Background: an optimization exercise with open tools, aiming at small area, a short achievable clock period and few clock cycles per item. Do not read the settings as production practice. The RTL was checked by simulation tests, not by an equivalence proof against the original design. No activity file was given, so power comes from the tool's default toggle rates.

==> inputs of job 2299 <==
==> flow/design.v <==
module intcomp_packer (
    input  wire        clk,
    input  wire        rst,
    input  wire        in_valid,
    output wire        in_ready,
    input  wire [31:0] in_data,
    input  wire        in_last,
    input  wire [5:0]  in_k,         
    input  wire        in_mode,      
    output reg         out_valid,
    input  wire        out_ready,
    output reg  [31:0] out_data,
    output reg         out_last
);
    reg         in_frame;        
    reg  [5:0]  frame_k;
    reg         frame_mode;
    reg  [30:0] acc;             
    reg  [4:0]  f;               
    reg  [5:0]  s_r;             
    reg         full_r;          
    reg         flush;           
    wire slot_free = !out_valid || out_ready;
    assign in_ready = slot_free && !flush;
    wire take = in_valid && in_ready;
    wire [5:0]  k    = in_frame ? frame_k    : in_k;
    wire        mode = in_frame ? frame_mode : in_mode;
    wire [5:0]  s    = in_frame ? s_r        : in_k;
    wire        full = in_frame ? full_r     : (in_mode ? (in_k > 6'd16) : in_k[5]);
    wire        wrap = in_frame && s_r > 6'd32;
    wire        emit = in_last || full;
    wire [31:0] r0  = f[0] ? {in_data[30:0], in_data[31]}  : in_data;
    wire [31:0] r1  = f[1] ? {r0[29:0], r0[31:30]} : r0;
    wire [31:0] r2  = f[2] ? {r1[27:0], r1[31:28]} : r1;
    wire [31:0] r3  = f[3] ? {r2[23:0], r2[31:24]} : r2;
    wire [31:0] rot = f[4] ? {r3[15:0], r3[31:16]} : r3;
    reg  [31:0] hi_f, lo_s;
    integer i;
    always @(*)
        for (i = 0; i < 32; i = i + 1) begin
            hi_f[i] = i >= f;
            lo_s[i] = i < s[4:0];
        end
    wire [31:0] cur_mask  = flush ? 32'd0 : (hi_f & (s[5] ? 32'hFFFFFFFF : lo_s));
    wire [30:0] wrap_mask = wrap ? lo_s[30:0] : 31'd0;
    wire [31:0] cur = {1'b0, acc} | (rot & cur_mask);
    wire [30:0] nxt = rot[30:0] & wrap_mask;
    wire        restart = in_last || mode && full;
    wire [4:0]  f_n     = restart ? 5'd0 : s[4:0];
    wire [6:0]  sk_r    = {2'b0, s_r[4:0]} + {1'b0, frame_k};
    wire [5:0]  sk_in   = {1'b0, in_k[4:0]} + in_k;
    wire [5:0]  s_n     = restart ? k : (in_frame ? sk_r[5:0] : sk_in);
    wire [6:0]  skk_r   = sk_r + {1'b0, frame_k};
    wire        fa_r    = frame_mode ? (frame_k > 6'd16) : frame_k[5];
    wire        fb_r    = frame_mode ? (skk_r > 7'd32) : sk_r[5];
    wire        fa_in   = in_mode ? (in_k > 6'd16) : in_k[5];
    wire        fb_in   = in_mode ? (in_k > 6'd10) : (in_k > 6'd15);
    wire        fa      = in_frame ? fa_r : fa_in;
    wire        fb      = in_frame ? fb_r : fb_in;
    wire        full_n  = restart ? fa : fb;
    always @(posedge clk) begin
        if (rst) begin
            out_valid <= 1'b0;
            in_frame  <= 1'b0;
            acc       <= 31'd0;
            f         <= 5'd0;
            flush     <= 1'b0;
        end else begin
            if (out_valid && out_ready)
                out_valid <= 1'b0;
            if (flush && slot_free) begin
                out_valid <= 1'b1;
                out_data  <= cur;
                out_last  <= 1'b1;
                acc       <= 31'd0;
                flush     <= 1'b0;
            end else if (take) begin
                frame_k    <= k;
                frame_mode <= mode;
                in_frame   <= !in_last;
                f          <= f_n;
                s_r        <= s_n;
                full_r     <= full_n;
                if (emit) begin
                    out_valid <= 1'b1;
                    out_data  <= cur;
                    out_last  <= in_last && !wrap;
                    acc       <= nxt;
                    flush     <= in_last && wrap;
                end else begin
                    acc       <= cur[30:0];
                end
            end
        end
    end
endmodule
==> flow/run.sh <==
#!/bin/bash
# synth_recipe.tcl (not shown) runs the flow's synth.tcl, then flattens the netlist and writes it again
# the make line also repeats each setting of config.mk as NAME=value (left out here)
make -C /OpenROAD-flow-scripts/flow DESIGN_CONFIG=/design/flow/config.mk WORK_HOME=/design/flow/orfs CLKGATE_MAP_FILE= SYNTH_SCRIPT=/design/flow/synth_recipe.tcl finish
==> flow/config.mk <==
export PLATFORM = sky130hd
export DESIGN_NAME = intcomp_packer
export DESIGN_NICKNAME = intcomp_packer
export VERILOG_FILES = /design/flow/design.v
export SDC_FILE = /design/flow/constraint.sdc
export NUM_CORES = 4
export LEC_CHECK = 0
export CAP_MARGIN = 20
export CORE_MARGIN = 2
export CORE_UTILIZATION = 40
export SETUP_SLACK_MARGIN = 3
export SLEW_MARGIN = 20
==> flow/constraint.sdc <==
create_clock -name core_clock -period 6.0 [get_ports {clk}]
set_input_delay 1.2000 -clock core_clock [delete_from_list [all_inputs] [get_ports {clk}]]
set_output_delay 1.2000 -clock core_clock [all_outputs]
set_load 0.01 [all_outputs]
==> job 9647: changes against job 2299 <==
==> flow/design.v (replaced) <==
module intcomp_packer (
    input  wire        clk,
    input  wire        rst,
    input  wire        in_valid,
    output wire        in_ready,
    input  wire [31:0] in_data,
    input  wire        in_last,
    input  wire [5:0]  in_k,         
    input  wire        in_mode,      
    output reg         out_valid,
    input  wire        out_ready,
    output reg  [31:0] out_data,
    output reg         out_last
);
    reg         in_frame;        
    reg  [5:0]  frame_k;
    reg         frame_mode;
    reg  [31:0] acc;             
    reg  [5:0]  fill;            
    reg         flush;           
    wire slot_free = !out_valid || out_ready;
    assign in_ready = slot_free && !flush;
    wire take = in_valid && in_ready;
    wire [5:0]  k    = in_frame ? frame_k    : in_k;
    wire        mode = in_frame ? frame_mode : in_mode;
    wire [31:0] mask  = (k >= 6'd32) ? 32'hFFFFFFFF : ((32'd1 << k) - 32'd1);
    wire [31:0] vm    = in_data & mask;
    wire [6:0]  sum   = {1'b0, fill} + {1'b0, k};
    wire [63:0] wide  = {32'd0, acc} | ({32'd0, vm} << fill);
    reg         emit;
    reg  [31:0] emit_word;
    reg  [31:0] nacc;
    reg  [5:0]  nfill;
    always @(*) begin
        emit      = 1'b0;
        emit_word = 32'd0;
        nacc      = wide[31:0];
        nfill     = sum[5:0];
        if (mode && sum > 7'd32) begin
            emit      = 1'b1;
            emit_word = acc;
            nacc      = vm;
            nfill     = k;
        end else if (sum >= 7'd32) begin
            emit      = 1'b1;
            emit_word = wide[31:0];
            nacc      = wide[63:32];
            nfill     = sum[5:0] - 6'd32;
        end
    end
    always @(posedge clk) begin
        if (rst) begin
            out_valid <= 1'b0;
            out_data  <= 32'd0;
            out_last  <= 1'b0;
            in_frame  <= 1'b0;
            frame_k   <= 6'd1;
            frame_mode <= 1'b0;
            acc       <= 32'd0;
            fill      <= 6'd0;
            flush     <= 1'b0;
        end else begin
            if (out_valid && out_ready)
                out_valid <= 1'b0;
            if (flush && slot_free) begin
                out_valid <= 1'b1;
                out_data  <= acc;
                out_last  <= 1'b1;
                acc       <= 32'd0;
                fill      <= 6'd0;
                flush     <= 1'b0;
            end else if (take) begin
                frame_k    <= k;
                frame_mode <= mode;
                in_frame   <= !in_last;
                if (in_last) begin
                    if (emit && nfill != 6'd0) begin
                        out_valid <= 1'b1;
                        out_data  <= emit_word;
                        out_last  <= 1'b0;
                        acc       <= nacc;
                        fill      <= nfill;
                        flush     <= 1'b1;
                    end else begin
                        out_valid <= 1'b1;
                        out_data  <= emit ? emit_word : nacc;
                        out_last  <= 1'b1;
                        acc       <= 32'd0;
                        fill      <= 6'd0;
                    end
                end else begin
                    if (emit) begin
                        out_valid <= 1'b1;
                        out_data  <= emit_word;
                        out_last  <= 1'b0;
                    end
                    acc  <= nacc;
                    fill <= nfill;
                end
            end
        end
    end
endmodule
SETUP_SLACK_MARGIN = unset   (was 3)
==> job 8014: changes against job 2299 <==
==> flow/design.v (replaced) <==
module intcomp_packer (
    input  wire        clk,
    input  wire        rst,
    input  wire        in_valid,
    output wire        in_ready,
    input  wire [31:0] in_data,
    input  wire        in_last,
    input  wire [5:0]  in_k,         
    input  wire        in_mode,      
    output reg         out_valid,
    input  wire        out_ready,
    output reg  [31:0] out_data,
    output reg         out_last
);
    reg         in_frame;        
    reg  [5:0]  frame_k;
    reg         frame_mode;
    reg  [30:0] acc;             
    reg  [4:0]  f;               
    reg  [5:0]  s_r;             
    reg         full_r;          
    reg         flush;           
    function gt16;
        input [5:0] x;
        gt16 = x[5] || x[4] && (|x[3:0]);
    endfunction
    function [31:0] geq;
        input [4:0] x;
        reg   [31:0] g;
        integer n, j;
        begin
            g = 32'd0;
            g[0] = !x[0];
            g[1] = 1'b1;
            for (n = 1; n < 5; n = n + 1)
                for (j = 0; j < (1 << n); j = j + 1) begin
                    g[j + (1 << n)] = !x[n] || g[j];
                    g[j]            = !x[n] && g[j];
                end
            geq = g;
        end
    endfunction
    wire slot_free = !out_valid || out_ready;
    assign in_ready = slot_free && !flush;
    wire take = in_valid && in_ready;
    wire [5:0]  k     = in_frame ? frame_k    : in_k;
    wire        mode  = in_frame ? frame_mode : in_mode;
    wire [5:0]  s     = in_frame ? s_r        : in_k;
    wire        wrap  = in_frame && s_r[5] && (|s_r[4:0]);
    wire        fa_in = in_mode ? gt16(in_k) : in_k[5];
    wire        full  = in_frame ? full_r : fa_in;
    wire        emit  = in_last || full;
    wire [31:0] r0  = f[0] ? {in_data[30:0], in_data[31]}  : in_data;
    wire [31:0] r1  = f[1] ? {r0[29:0], r0[31:30]} : r0;
    wire [31:0] r2  = f[2] ? {r1[27:0], r1[31:28]} : r1;
    wire [31:0] r3  = f[3] ? {r2[23:0], r2[31:24]} : r2;
    wire [31:0] rot = f[4] ? {r3[15:0], r3[31:16]} : r3;
    wire [31:0] hi_f = geq(f);
    wire [31:0] lo_s = {32{s[5]}} | ~geq(s[4:0]);
    wire [31:0] m    = (hi_f & rot) | (~hi_f & {1'b0, acc});
    wire [31:0] word = m & lo_s;
    wire        te   = take && emit;
    wire [30:0] acc_n = te ? rot[30:0] : m[30:0];
    wire        restart = in_last && !wrap || mode && full;
    wire [4:0]  f_n     = restart ? 5'd0 : s[4:0];
    wire [6:0]  sk_r    = {2'b0, s_r[4:0]} + {1'b0, frame_k};
    wire [6:0]  skk_r   = {2'b0, s_r[4:0]} + {frame_k, 1'b0};
    wire [5:0]  sk_in   = {1'b0, in_k[4:0]} + in_k;
    wire [5:0]  s_n     = (in_last && wrap) ? {1'b0, s[4:0]} :
                          restart ? k : (in_frame ? sk_r[5:0] : sk_in);
    wire        fa_r    = frame_mode ? gt16(frame_k) : frame_k[5];
    wire        fb_r    = frame_mode ? (skk_r[6] || skk_r[5] && (|skk_r[4:0])) : sk_r[5];
    wire        fb_in   = in_k[5] || in_k[4] || in_mode && in_k[3] && (in_k[2] || in_k[1] && in_k[0]);
    wire        full_n  = restart ? (in_frame ? fa_r : fa_in) : (in_frame ? fb_r : fb_in);
    always @(posedge clk) begin
        acc <= acc_n;
        if (slot_free) begin
            out_data <= word;
            out_last <= flush || in_last && !wrap;
        end
        if (rst) begin
            out_valid <= 1'b0;
            in_frame  <= 1'b0;
            f         <= 5'd0;
            flush     <= 1'b0;
        end else begin
            if (slot_free)
                out_valid <= flush || te;
            if (flush) begin
                if (slot_free) begin
                    flush    <= 1'b0;
                    in_frame <= 1'b0;
                    f        <= 5'd0;
                end
            end else if (take) begin
                frame_mode <= mode;
                frame_k    <= k;
                in_frame   <= !in_last || wrap;
                f          <= f_n;
                s_r        <= s_n;
                full_r     <= full_n;
                flush      <= in_last && wrap;
            end
        end
    end
endmodule
==> flow/flow/run.sh (new file) <==
#!/bin/bash
# The standard layout, with two changes to how it is made: the port buffers
# are buf_2 cells (not the slow delay buffer buffer_ports picks by default),
# and timing repair may resize a cell to any cell of the same function.
set -euo pipefail
bash standard.sh MATCH_CELL_FOOTPRINT=0 \
    "BUFFER_PORTS_ARGS=-buffer_cell sky130_fd_sc_hd__buf_2" \
    finish > flow.log 2>&1
==> flow/standard.sh (new file) <==
#!/bin/bash
# synth_recipe.tcl (not shown) runs the flow's synth.tcl, then flattens the netlist and writes it again
# the make line also repeats each setting of config.mk as NAME=value (left out here)
make -C /OpenROAD-flow-scripts/flow DESIGN_CONFIG=/design/flow/config.mk WORK_HOME=/design/flow/orfs CLKGATE_MAP_FILE= SYNTH_SCRIPT=/design/flow/synth_recipe.tcl "${@:-finish}"
ABC_AREA = 1   (was unset)
SETUP_SLACK_MARGIN = 3.2   (was 3)
removed: flow/run.sh
==> qor summary <==
item	job 8014	job 9647	job 2299
Result of the run	timing/DRC/antenna clean	timing/DRC/antenna clean	timing/DRC/antenna clean
Sequential Power	772 uW	807 uW	711 uW
Clk_buf instances	12	10	11
Slew of the pin with the lowest slew margin	0.846 ns	1.22 ns	0.956 ns
Number of enable flip-flop cells after synthesis	47	0	47
Wire length of the first global-routing pass	34.1 mm	79.2 mm	40.1 mm
Area delta synth->final	12.7%	17.6%	23.2%
Die span in y	131 um	160 um	143 um
Area fraction in compound gates after synthesis	8.28%	42.2%	24.6%
Yosys top cell area share	23.8%	16.7%	18.3%
CP Class	in -> out	in -> reg	in -> out
Post-synth top area cell	sky130_fd_sc_hd__nand3_1	sky130_fd_sc_hd__dfxtp_1	sky130_fd_sc_hd__edfxtp_1
Number of multi-input logic gates	798	1177	677
HPWL Detailed	15.7 mm	40.8 mm	18.9 mm
Drt first pass iters	7	9	6
Horizontal die dimension	131 um	160 um	143 um
CP required	4.80 ns	6.26 ns	4.80 ns
Testbench counts of job 2299, summed over its fixed seeds: cycles 41,831, values 41,771.
Testbench counts of job 9647, summed over its fixed seeds: cycles 41,931, values 41,771.
Testbench counts of job 8014, summed over its fixed seeds: cycles 41,831, values 41,771.

-- afterwards: timing with drivers on the ports --
No port has a modelled driver above. Below, the same layouts with a new extraction and two added sets of constraints.
Step 1, drivers: a clkbuf_16 drives clk and a buf_2 each remaining input, both assumed.
Step 2 moves the port delays by t, midway between the first and last clock arrival at a register: inputs arrive t later, outputs are due t later. That takes back most of the time a late clock gives input paths.
a / b / c = no drivers / after step 1 / after step 2; a / b = the first two.
run | t, ns | setup slack, ns | pins driven straight from the clock port
job 2299 | 0.400 | 3.035 / 3.013 / 2.678 | 1
job 9647 | 0.396 | 0.421 / 0.446 / 0.051 | 1
job 8014 | 0.389 | 3.198 / 3.166 / 2.879 | 1
After both steps setup and hold are still met in every run listed. For job 9647, which loses most, drivers alone change the setup slack by +0.025 ns; drivers and shift together by -0.370 ns.
